This design comes from an exercise in tuning for small area, a short achievable clock period and few clock cycles per item on the open sky130 flow, not from production work.
The RTL was checked by simulation tests, not by an equivalence proof against the original design.

==> v3: inputs <==
==> flow/design.v (excerpt) <==
module rbc #(
    parameter integer N_RX        = 32,
    parameter integer N_TX        = 32,
    parameter [7:0]   ESC_CHAR    = 8'h1B,
    parameter [7:0]   CANCEL_CHAR = 8'h18
) (
    input  wire        clk,
    input  wire        rst,
    input  wire        f_cmd_valid,
    input  wire [15:0] f_cmd,
    output reg         f_cmd_ready,
    output reg         f_rsp_valid,
    output wire [15:0] f_rsp,
    input  wire        a_enter,
    input  wire        a_leave,
    output reg         a_active,
    input  wire        a_cmd_valid,
    input  wire [15:0] a_cmd,
    output wire        a_cmd_ready,
    output reg         a_rsp_valid,
    output wire [15:0] a_rsp,
    input  wire        rx_valid,
    input  wire [7:0]  rx_byte,
    output reg         rx_ready,
    output reg         tx_valid,
    output reg  [7:0]  tx_byte,
    input  wire        tx_ready,
    output reg         cancel_pulse,
    output wire        cancel_pend
);
Settings: LEC_CHECK=0, CAP_MARGIN=20, CORE_MARGIN=2, CORE_UTILIZATION=40, PLACE_DENSITY=0.6, SLEW_MARGIN=20; clock period 8.0 ns.
run.sh (not shown) runs the stock make flow with config.mk's settings and CLKGATE_MAP_FILE= SYNTH_SCRIPT=/design/flow/synth_recipe.tcl, a recipe that flattens the netlist after the stock synthesis.
==> inputs of v12, as changes to v3 <==
--- a/flow/design.v
+++ b/flow/design.v
@@ -76,65 +76,91 @@
     wire is_cack   = (op == OP_CACK);
     wire is_ptrr   = (op == OP_PTRR);
     wire no_operand = is_nop || is_rd || is_rxemp || is_txful || is_ctlr || is_stat || is_cack;
     wire legal = z_ok && (op[3:1] != 3'b111) &&
                  !(no_operand && !d_z) && !(is_ptrr && (d[7:3] != 5'd0));
     wire go = accept && legal;
+    wire acc_z     = accept && z_ok;
+    wire go_wr     = acc_z && is_wr;
+    wire go_txpush = acc_z && is_txpush;
+    wire go_fstep  = acc_z && is_fstep;
+    wire go_ctls   = acc_z && is_ctls;
+    wire go_ctlc   = acc_z && is_ctlc;
+    wire go_rd     = acc_z && is_rd && d_z;
+    wire go_cack   = acc_z && is_cack && d_z;
     wire f_cancel = escf && (d == CANCEL_CHAR);
     wire f_none   = !escf && (d == ESC_CHAR);
     wire f_lit    = !f_cancel && !f_none;
     wire crlf_ins = crlf && (d == LF);
-    wire push1 = go && !tx_full && ((is_wr && f_lit) || is_txpush);
-    wire push2 = go && is_wr && crlf_ins && !tx_full && !tx_full2;
+    wire push1 = !tx_full && ((go_wr && f_lit) || go_txpush);
+    wire push2 = go_wr && crlf_ins && !tx_full && !tx_full2;
     wire [7:0] tx_d1 = (is_wr && crlf_ins) ? CR : d;
-    wire [7:0] tx_d_even = tx_head[0] ? LF : tx_d1;
-    wire [7:0] tx_d_odd  = tx_head[0] ? tx_d1 : LF;
-    wire [4:0] tx_head1  = tx_head + 5'd1;
+    reg       pw1, pw2;
+    reg [4:0] pw_slot;
+    reg [7:0] pw_data;
+    always @(posedge clk) begin
+        pw1     <= push1;
+        pw2     <= push2;
+        pw_slot <= tx_head;
+        pw_data <= tx_d1;
+    end
+    wire [7:0] tx_d_even = pw_slot[0] ? LF : pw_data;
+    wire [7:0] tx_d_odd  = pw_slot[0] ? pw_data : LF;
+    wire [4:0]   tx_tail1 = tx_tail + 5'd1;
     wire [255:0] tx_rot = {tx_flat[7:0], tx_flat[255:8]};
-    wire [7:0]   tx_q1  = tx_rot[{tx_tail, 3'b000} +: 8];
+    wire [7:0]   tx_m1  = tx_rot[{tx_tail, 3'b000} +: 8];
+    wire [7:0]   tx_q1  = (pw1 && pw_slot  == tx_tail1) ? pw_data :
+                          (pw2 && pw_slot  == tx_tail)  ? LF : tx_m1;
     wire [7:0] rx_q = rx_flat[{rx_tail, 3'b000} +: 8];
     wire [7:0] ptr_sel = (d[1:0] == 2'd0) ? {3'b000, tx_head} :
                          (d[1:0] == 2'd1) ? {3'b000, tx_tail} :
                          (d[1:0] == 2'd2) ? {3'b000, rx_tail} :
                                             {3'b000, rx_head};
     wire [7:0] ptr_val = d[2] ? (ptr_sel ^ (ptr_sel >> 1)) : ptr_sel;
     wire [7:0] status = {4'b0000, cpend, escf, tx_full ? 1'b0 : 1'b1, !rx_empty};
-    reg [10:0] rsp_next;
-    always @(*) begin
-        rsp_next = 11'h000;
-        if (!legal) rsp_next = 11'h200;
-        else if (is_rd) rsp_next = rx_empty ? 11'h000 : {3'b001, rx_q};
-        else if (is_txpush) rsp_next = tx_full ? 11'h000 : 11'h100;
-        else if (is_rxemp) rsp_next = {2'b00, rx_empty, 8'h00};
-        else if (is_txful) rsp_next = {2'b00, tx_full, 8'h00};
-        else if (is_fstep) rsp_next = f_cancel ? 11'h400 : f_none ? 11'h000 : {3'b001, d};
-        else if (is_ctlr || is_ctls || is_ctlc) rsp_next = {3'b001, ctrl};
-        else if (is_stat) rsp_next = {3'b001, status};
-        else if (is_cack) rsp_next = {2'b00, cpend, 8'h00};
-        else if (is_ptrr) rsp_next = {3'b001, ptr_val};
-    end
+    wire l_rd    = z_ok && is_rd && d_z;
+    wire l_push  = z_ok && is_txpush;
+    wire l_rxemp = z_ok && is_rxemp && d_z;
+    wire l_txful = z_ok && is_txful && d_z;
+    wire l_fstep = z_ok && is_fstep;
+    wire l_ctl   = z_ok && ((is_ctlr && d_z) || is_ctls || is_ctlc);
+    wire l_stat  = z_ok && is_stat && d_z;
+    wire l_cack  = z_ok && is_cack && d_z;
+    wire l_ptrr  = z_ok && is_ptrr && (d[7:3] == 5'd0);
+    wire [10:0] rsp_next =
+        {1'b0, !legal, 9'h000} |
+        ({11{l_rd && !rx_empty}}    & {3'b001, rx_q}) |
+        ({11{l_push && !tx_full}}   & 11'h100) |
+        ({11{l_rxemp && rx_empty}}  & 11'h100) |
+        ({11{l_txful && tx_full}}   & 11'h100) |
+        ({11{l_fstep && f_cancel}}  & 11'h400) |
+        ({11{l_fstep && f_lit}}     & {3'b001, d}) |
+        ({11{l_ctl}}                & {3'b001, ctrl}) |
+        ({11{l_stat}}               & {3'b001, status}) |
+        ({11{l_cack && cpend}}      & 11'h100) |
+        ({11{l_ptrr}}               & {3'b001, ptr_val});
     genvar gi;
     generate
         for (gi = 0; gi < 32; gi = gi + 1) begin : g_slot
-            wire tx_we1 = push1 && (tx_head == gi);
-            wire tx_we2 = push2 && (tx_head1 == gi);
+            wire tx_we1 = pw1 && (pw_slot == gi);
+            wire tx_we2 = pw2 && (pw_slot == (gi + 31) % 32);    
             reg [7:0] tq, rq;
             always @(posedge clk) begin
                 if (tx_we1 || tx_we2) tq <= (gi % 2 == 0) ? tx_d_even : tx_d_odd;
                 if (rxp_step && !rx_full && (rx_head == gi)) rq <= rx_byte;
             end
             assign tx_flat[8*gi +: 8] = tq;
             assign rx_flat[8*gi +: 8] = rq;
         end
     endgenerate
     wire a_active_n = a_open ? 1'b1 : a_close ? 1'b0 : a_active;
     reg [3:0] ctrl_n;     
     always @(*) begin
-        ctrl_n = {imask, crlf, txie | (push1 && is_wr), rxie};
-        if (go && is_ctls) ctrl_n = ctrl[3:0] | d[3:0];
-        if (go && is_ctlc) ctrl_n = ctrl[3:0] & ~d[3:0];
+        ctrl_n = {imask, crlf, txie | (go_wr && f_lit && !tx_full), rxie};
+        if (go_ctls) ctrl_n = ctrl[3:0] | d[3:0];
+        if (go_ctlc) ctrl_n = ctrl[3:0] & ~d[3:0];
     end
     wire tx_ne_n = push1 || (tx_ne && !(txc_step && tx_last));
     always @(posedge clk) begin
         if (rst) begin
             rx_head <= 5'd0; rx_tail <= 5'd0;
             tx_head <= 5'd0; tx_tail <= 5'd0;
@@ -145,31 +171,31 @@
             rx_ready <= 1'b0; tx_valid <= 1'b0;
             f_rsp_valid <= 1'b0; a_rsp_valid <= 1'b0;
             cancel_pulse <= 1'b0;
         end else begin
             f_rsp_valid  <= accept && !a_active;
             a_rsp_valid  <= accept &&  a_active;
-            cancel_pulse <= go && (is_wr || is_fstep) && f_cancel;
+            cancel_pulse <= (go_wr || go_fstep) && f_cancel;
             a_active    <= a_active_n;
             f_cmd_ready <= !a_active_n;
             {imask, crlf, txie, rxie} <= ctrl_n;
             rx_ready <= !a_active_n && !ctrl_n[3] && ctrl_n[0];
             tx_valid <= !a_active_n && !ctrl_n[3] && ctrl_n[1] && tx_ne_n;
             tx_ne    <= tx_ne_n;
             if (rxp_step && !rx_full) rx_head <= rx_head + 5'd1;
             if (txc_step) tx_tail <= tx_tail + 5'd1;
-            if (go && is_rd && !rx_empty) rx_tail <= rx_tail + 5'd1;
+            if (go_rd && !rx_empty) rx_tail <= rx_tail + 5'd1;
             if (push2) tx_head <= tx_head + 5'd2;
             else if (push1) tx_head <= tx_head + 5'd1;
-            if (go && (is_wr || is_fstep)) begin
+            if (go_wr || go_fstep) begin
                 escf <= f_none;
                 if (f_cancel) cpend <= 1'b1;
             end
-            if (go && is_cack) cpend <= 1'b0;
+            if (go_cack) cpend <= 1'b0;
         end
     end
     always @(posedge clk) begin
-        if (push1 && (!tx_ne || (txc_step && tx_last))) tx_byte <= tx_d1;
+        if (!tx_ne || (txc_step && tx_last)) tx_byte <= tx_d1;
         else if (txc_step) tx_byte <= tx_q1;
     end
     always @(posedge clk) rsp <= rsp_next;
 endmodule
==> flow/flow/run.sh (new file) <==
#!/bin/bash
set -euo pipefail
export BUFFER_PORTS_ARGS="-buffer_cell sky130_fd_sc_hd__buf_1"
bash standard.sh > standard_flow.log 2>&1
==> flow/standard.sh (new file) <==
#!/bin/bash
# synth_recipe.tcl (not shown) runs the flow's synth.tcl, then flattens the netlist and writes it again
# the make line also repeats each setting of config.mk as NAME=value (left out here)
make -C /OpenROAD-flow-scripts/flow DESIGN_CONFIG=/design/flow/config.mk WORK_HOME=/design/flow/orfs CLKGATE_MAP_FILE= SYNTH_SCRIPT=/design/flow/synth_recipe.tcl "${@:-finish}"
==> flow/config.mk (replaced) <==
export PLATFORM = sky130hd
export DESIGN_NAME = rbc
export DESIGN_NICKNAME = rbc
export VERILOG_FILES = /design/flow/design.v
export SDC_FILE = /design/flow/constraint.sdc
export NUM_CORES = 4
export LEC_CHECK = 0
export CAP_MARGIN = 20
export CORE_MARGIN = 2
export CORE_UTILIZATION = 62
export CTS_CLUSTER_DIAMETER = 100
export CTS_CLUSTER_SIZE = 24
export PLACE_DENSITY = 0.8
export SETUP_SLACK_MARGIN = 5
export SLEW_MARGIN = 20
removed: flow/run.sh
==> comparison <==
- Between v12 and v3, the lower final area is in v12 (gap about 2.5%, measured against v3).
- Against v12, the critical path depth of v3 is higher by 1.
- Between v3 and v12, the lower clock skew is in v12 (gap 0.021 ns).
- Against v12, the first-iteration DRC count of v3 is lower by 23%.
Testbench counts of v3, summed over its fixed seeds: cycles 77,611, commands 38,712.
Testbench counts of v12, summed over its fixed seeds: cycles 77,611, commands 38,712.

[port drivers added, routing unchanged]
The results above use ideal ports. As a check the final layouts listed here were re-extracted and re-timed, cells and wires unchanged. Step 1 sets driving cells, clkbuf_16 on the clock port and buf_2 on the other inputs (assumed; they add their load-dependent delay and slew). Step 2 moves the port delays by t, midway between the first and last clock arrival at a register: inputs arrive t later, outputs are due t later. That takes back most of the time a late clock gives input paths. Slacks: ideal / step 1 / step 2; pairs: ideal / step 1.
run | t, ns | setup slack, ns | latest minus earliest clock arrival (ns)
v3 | 0.666 | 2.714 / 2.748 / 2.082 | 0.048 / 0.048
v12 | 0.641 | 5.044 / 5.073 / 4.432 | 0.030 / 0.030
After both steps setup and hold are still met in every run listed. The setup slack of v3, which loses most, moves by +0.034 ns with the drivers and by -0.632 ns with both steps.
